This design comes from an exercise in tuning for small area, a short achievable clock period and few clock cycles on the open sky130 flow, not from production work.
The RTL was checked by simulation tests, not by an equivalence proof against the original design.
The flow treats the clock pin as an ideal source. Dropping or thinning the clock tree relies on that and would not hold on a real chip.
Power is estimated from default activity; no workload was simulated.

## wip/sierra
==> flow/design.v <==
module zre_rot (
    input  wire       clk,
    input  wire       rst,
    input  wire       start,
    input  wire [1:0] mode,
    input  wire [4:0] width,      
    input  wire [4:0] height,     
    input  wire       pix_valid,
    input  wire       pix,
    output reg        out_valid,
    output reg  [7:0] out_byte,
    output reg        out_last
);
    reg [1:0]  cfg_mode;
    reg [3:0]  wm1, hm1;           
    reg        busy;               
    reg        in_act;             
    reg [3:0]  ic;                 
    reg [3:0]  oc;                 
    reg        m0_pend;            
    reg        k;                  
    reg        s2;                 
    reg [15:0] col [0:15];
    reg        pv, px;
    reg        fresh;
    always @(posedge clk) begin
        pv    <= pix_valid;
        px    <= pix;
        fresh <= start & ~busy;
    end
    wire m_none = (cfg_mode == 2'd0);
    wire m_cw   = (cfg_mode == 2'd1);
    wire m_180  = (cfg_mode == 2'd3);
    wire transp = cfg_mode[0] ^ cfg_mode[1];
    wire in_done = busy & ~in_act;
    wire [3:0] owm1 = transp ? hm1 : wm1;         
    wire [3:0] ohm1 = transp ? wm1 : hm1;         
    wire [3:0] icz = ic ^ {4{m_180}};
    wire [3:0] ic_step = ic ^ {&icz[2:0], &icz[1:0], icz[0], 1'b1};
    wire [3:0] ocz = oc ^ {4{m_cw}};
    wire [3:0] oc_step = oc ^ {&ocz[2:0], &ocz[1:0], ocz[0], 1'b1};
    wire [3:0] w_m1 = width[3:0] ^ {~|width[2:0], ~|width[1:0], ~width[0], 1'b1};
    wire [3:0] h_m1 = height[3:0] ^ {~|height[2:0], ~|height[1:0], ~height[0], 1'b1};
    wire we      = pv & in_act;
    wire row_end = m_180 ? (ic == 4'd0) : (ic == wm1);
    wire last_y  = m_cw ? (oc == 4'd0) : (oc == hm1);
    wire [3:0] wc = transp ? oc : ic;
    integer i;
    always @(posedge clk) begin
        for (i = 0; i < 16; i = i + 1)
            if (we && wc == i[3:0])
                col[i] <= {col[i][14:0], px};
    end
    wire ready    = m_none ? m0_pend : in_done;
    wire emit     = busy & ready;
    wire [3:0] p  = oc & {4{~m_none}};            
    wire row_last = m_cw ? (oc == 4'd0) : (oc == ohm1);
    wire k_end    = (k == s2);
    wire last_b   = m_none ? in_done : (k_end & row_last);
    reg [7:0] rd;
    integer b;
    always @(*) begin
        for (b = 0; b < 8; b = b + 1) begin
            rd[7 - b] = k ? col[8 + b][p] : col[b][p];
            if (!((~k & owm1[3]) | (b[2:0] <= owm1[2:0])))
                rd[7 - b] = 1'b0;
        end
    end
    always @(posedge clk) begin
        if (rst) begin
            busy      <= 1'b0;
            in_act    <= 1'b0;
            m0_pend   <= 1'b0;
            out_valid <= 1'b0;
        end else begin
            out_valid <= emit;
            m0_pend   <= we & m_none & ((ic[2:0] == 3'd7) | row_end);
            if (!busy) begin
                busy   <= start;
                in_act <= start;
            end else begin
                if (we && row_end && last_y) in_act <= 1'b0;
                if (emit && last_b) busy <= 1'b0;
            end
        end
    end
    always @(posedge clk) begin
        out_byte <= rd;
        out_last <= last_b;
        if (!busy) begin
            cfg_mode <= mode;
            wm1      <= w_m1;
            hm1      <= h_m1;
            k        <= 1'b0;
        end else if (fresh) begin
            ic       <= m_180 ? wm1 : 4'd0;
            oc       <= m_cw ? hm1 : 4'd0;
            s2       <= transp ? hm1[3] : wm1[3];
        end else begin
            if (we) begin
                ic <= row_end ? (m_180 ? wm1 : 4'd0) : ic_step;
                if (row_end)
                    oc <= last_y ? (m_cw ? wm1 : 4'd0) : oc_step;
                if (m_none) k <= ic[3];
            end
            if (emit && !m_none) begin
                k <= ~k & s2;
                if (k_end)
                    oc <= oc_step;
            end
        end
    end
endmodule
clock: 10.0 ns
lec_check: 0
cap_margin: 5
core_margin: 2
core_utilization: 65
place_density: 0.7
slew_margin: 5
synth_memory_max_bits: 4096
buffer_ports_args: -buffer_cell sky130_fd_sc_hd__buf_2
pre_cts_tcl: /design/flow/flow/manual_cts.tcl
setup_slack_margin: 7.15
standard.sh (not shown) runs the stock make flow with config.mk's settings and CLKGATE_MAP_FILE= SYNTH_SCRIPT=/design/flow/synth_recipe.tcl, a recipe that flattens the netlist after the stock synthesis.
==> flow/flow/run.sh <==
#!/bin/bash
# The standard ORFS layout (standard.sh: standard synthesis, floorplan,
# placement, CTS, routing) with a few settings of its steps changed:
#  - port buffers are plain buffers (buf_2) instead of the delay cells that
#    buffer_ports picks by itself,
#  - the clock tree is a balanced two-level tree of clkbuf_16 built by
#    flow/manual_cts.tcl (PRE_CTS_TCL) instead of TritonCTS,
#  - repair_timing aims at 7.15 ns of setup slack on the design's 10 ns clock
#    (the SDC is the standard flow's, unchanged).
# make's full output goes to standard.log; ORFS keeps each step's log under
# orfs/logs/.
set -euo pipefail
cat >> config.mk <<EOC
export BUFFER_PORTS_ARGS = -buffer_cell sky130_fd_sc_hd__buf_2
export PRE_CTS_TCL = $PWD/flow/manual_cts.tcl
export SETUP_SLACK_MARGIN = 7.15
EOC
bash standard.sh > standard.log 2>&1
Other scripts of this flow, unchanged in this note and not shown: flow/flow/manual_cts.tcl
Testbench counts of wip/sierra, summed over its fixed seeds: cycles 94,156.
Input-level comparison between wip/juniper and wip/sierra:
# wip/sierra
export LEC_CHECK = 0
export CAP_MARGIN = 5
export CORE_MARGIN = 2
export CORE_UTILIZATION = 65
export PLACE_DENSITY = 0.7
export SLEW_MARGIN = 5
export SYNTH_MEMORY_MAX_BITS = 4096
export BUFFER_PORTS_ARGS = -buffer_cell sky130_fd_sc_hd__buf_2
export PRE_CTS_TCL = /design/flow/flow/manual_cts.tcl
export SETUP_SLACK_MARGIN = 7.15
create_clock -name core_clock -period 10.0 [get_ports {clk}]
# wip/juniper
export LEC_CHECK = 0
export CAP_MARGIN = 5
export CORE_MARGIN = 2
export CORE_UTILIZATION = 60
export PLACE_DENSITY = 0.7
export SLEW_MARGIN = 5
export SYNTH_MEMORY_MAX_BITS = 4096
export BUFFER_PORTS_ARGS = -buffer_cell sky130_fd_sc_hd__buf_2
export PRE_CTS_TCL = /design/flow/flow/manual_cts.tcl
export SETUP_SLACK_MARGIN = 7.15
create_clock -name core_clock -period 10.0 [get_ports {clk}]
Results
Compared with wip/sierra, wip/juniper shows total detailed-routing wirelength that has gone up by a few percent. wip/juniper falls short of wip/sierra in first-pass GRT wire length. As far as clock transition at the register clock pins on the worst setup and hold paths after CTS is concerned, wip/sierra and wip/juniper perform about the same. wip/sierra → wip/juniper: switching part of the total power now larger, initial core utilization decreased 6.3 points.
Here is what was changed in the inputs of wip/quartz compared with wip/juniper.
# wip/juniper
export LEC_CHECK = 0
export CAP_MARGIN = 5
export CORE_MARGIN = 2
export CORE_UTILIZATION = 60
export PLACE_DENSITY = 0.7
export SLEW_MARGIN = 5
export SYNTH_MEMORY_MAX_BITS = 4096
export BUFFER_PORTS_ARGS = -buffer_cell sky130_fd_sc_hd__buf_2
export PRE_CTS_TCL = /design/flow/flow/manual_cts.tcl
export SETUP_SLACK_MARGIN = 7.15
create_clock -name core_clock -period 10.0 [get_ports {clk}]
# wip/quartz
export LEC_CHECK = 0
export CAP_MARGIN = 5
export CORE_MARGIN = 2
export CORE_UTILIZATION = 65
export PLACE_DENSITY = 0.75
export SLEW_MARGIN = 5
export SYNTH_MEMORY_MAX_BITS = 4096
export BUFFER_PORTS_ARGS = -buffer_cell sky130_fd_sc_hd__buf_2
export PRE_CTS_TCL = /design/flow/flow/manual_cts.tcl
export SETUP_SLACK_MARGIN = 7.1
create_clock -name core_clock -period 10.0 [get_ports {clk}]
diff --git a/flow/flow/run.sh b/flow/flow/run.sh
--- a/flow/flow/run.sh
+++ b/flow/flow/run.sh
@@ -7,3 +7,3 @@
 #    flow/manual_cts.tcl (PRE_CTS_TCL) instead of TritonCTS,
-#  - repair_timing aims at 7.15 ns of setup slack on the design's 10 ns clock
+#  - repair_timing aims at 7.1 ns of setup slack on the design's 10 ns clock
 #    (the SDC is the standard flow's, unchanged).
@@ -15,3 +15,3 @@
 export PRE_CTS_TCL = $PWD/flow/manual_cts.tcl
-export SETUP_SLACK_MARGIN = 7.15
+export SETUP_SLACK_MARGIN = 7.1
 EOC
- In wip/quartz, final area is lower than in wip/juniper.
- Of wip/quartz and wip/juniper, the run reporting the lower post-DP HPWL was wip/quartz.
- Between wip/juniper and wip/quartz, die area decreased.
- Delta (wip/quartz minus wip/juniper): via count of the first global-routing pass went down; worst hold slack across all endpoints did not really move; met2 wire length down 4.2%; average wire per standard cell dropped about 0.9%; die span in y lower.
- The met3 wire length number comes out lower for wip/juniper vs wip/quartz.
- wip/quartz against wip/juniper; routed via count divided by cell count is up by a few percent.
Edits applied to the flow inputs when going from wip/quartz to wip/cedar:
# wip/quartz
export LEC_CHECK = 0
export CAP_MARGIN = 5
export CORE_MARGIN = 2
export CORE_UTILIZATION = 65
export PLACE_DENSITY = 0.75
export SLEW_MARGIN = 5
export SYNTH_MEMORY_MAX_BITS = 4096
export BUFFER_PORTS_ARGS = -buffer_cell sky130_fd_sc_hd__buf_2
export PRE_CTS_TCL = /design/flow/flow/manual_cts.tcl
export SETUP_SLACK_MARGIN = 7.1
create_clock -name core_clock -period 10.0 [get_ports {clk}]
# wip/cedar
export LEC_CHECK = 0
export ABC_AREA = 1
export CAP_MARGIN = 5
export CORE_MARGIN = 2
export CORE_UTILIZATION = 65
export PLACE_DENSITY = 0.75
export SLEW_MARGIN = 5
export SYNTH_MEMORY_MAX_BITS = 4096
export BUFFER_PORTS_ARGS = -buffer_cell sky130_fd_sc_hd__buf_2
export PRE_CTS_TCL = /design/flow/flow/manual_cts.tcl
export SETUP_SLACK_MARGIN = 7.15
create_clock -name core_clock -period 10.0 [get_ports {clk}]
diff --git a/flow/flow/run.sh b/flow/flow/run.sh
--- a/flow/flow/run.sh
+++ b/flow/flow/run.sh
@@ -7,3 +7,3 @@
 #    flow/manual_cts.tcl (PRE_CTS_TCL) instead of TritonCTS,
-#  - repair_timing aims at 7.1 ns of setup slack on the design's 10 ns clock
+#  - repair_timing aims at 7.15 ns of setup slack on the design's 10 ns clock
 #    (the SDC is the standard flow's, unchanged).
@@ -15,3 +15,3 @@
 export PRE_CTS_TCL = $PWD/flow/manual_cts.tcl
-export SETUP_SLACK_MARGIN = 7.1
+export SETUP_SLACK_MARGIN = 7.15
 EOC
Notes after the runs:
wip/cedar vs. wip/quartz: combinational group share of total power rose by 0.4 points; final hold slack fell by 0.0037 ns; wire length rose by 12%; register-to-register slack rose by 0.16 ns. Relative to wip/quartz, the unique cell type count in the Yosys netlist of wip/cedar is lower by 22. wip/cedar vs wip/quartz: xor-xnor portion of the synthesized cell area down. Combinational power of wip/cedar exceeds that of wip/quartz by a few percent. The final standard cell count with taps included and fillers excluded number comes out lower for wip/quartz vs wip/cedar. Via count up about 26% in wip/cedar wrt wip/quartz. NOTE: post-route cell area in wip/cedar exceeds that of wip/quartz.
No run of this note takes its clock network from TritonCTS; it comes from the design's own scripts or RTL.

## afterwards: timing with drivers on the ports
How much do the figures lean on ideal ports? The routed layouts below were timed once more, with nothing changed but the port constraints.
Step 1 (the two cells are an assumption about what drives the block):
set clk [get_ports {clk}]
set_driving_cell -lib_cell sky130_fd_sc_hd__clkbuf_16 $clk
set_driving_cell -lib_cell sky130_fd_sc_hd__buf_2 [delete_from_list [all_inputs] $clk]
Step 2 also shifts input and output timing later by t, the mid clock arrival at the registers, as if the neighbouring blocks saw the same clock.
a / b / c = ideal / step 1 / step 2; a / b = the first two.
| run | t (ns) | slack for setup (ns) | worst setup path at the end | clock arrival spread, ns | slew at the worst register clock pin (ns) |
|---|---|---|---|---|---|
| wip/sierra | 0.394 | 7.206 / 7.116 / 7.131 | input to register | 0.025 / 0.025 | 0.09 / 0.09 |
| wip/juniper | 0.404 | 7.235 / 7.131 / 7.131 | input to register | 0.030 / 0.030 | 0.10 / 0.10 |
| wip/quartz | 0.394 | 7.239 / 7.146 / 7.089 | input to register | 0.024 / 0.024 | 0.10 / 0.10 |
| wip/cedar | 0.394 | 7.241 / 7.147 / 7.156 | input to register | 0.027 / 0.026 | 0.10 / 0.10 |
After both steps every run listed still meets setup and hold. The setup slack of wip/quartz, which loses most, moves by -0.093 ns with the drivers and by -0.150 ns with both steps.
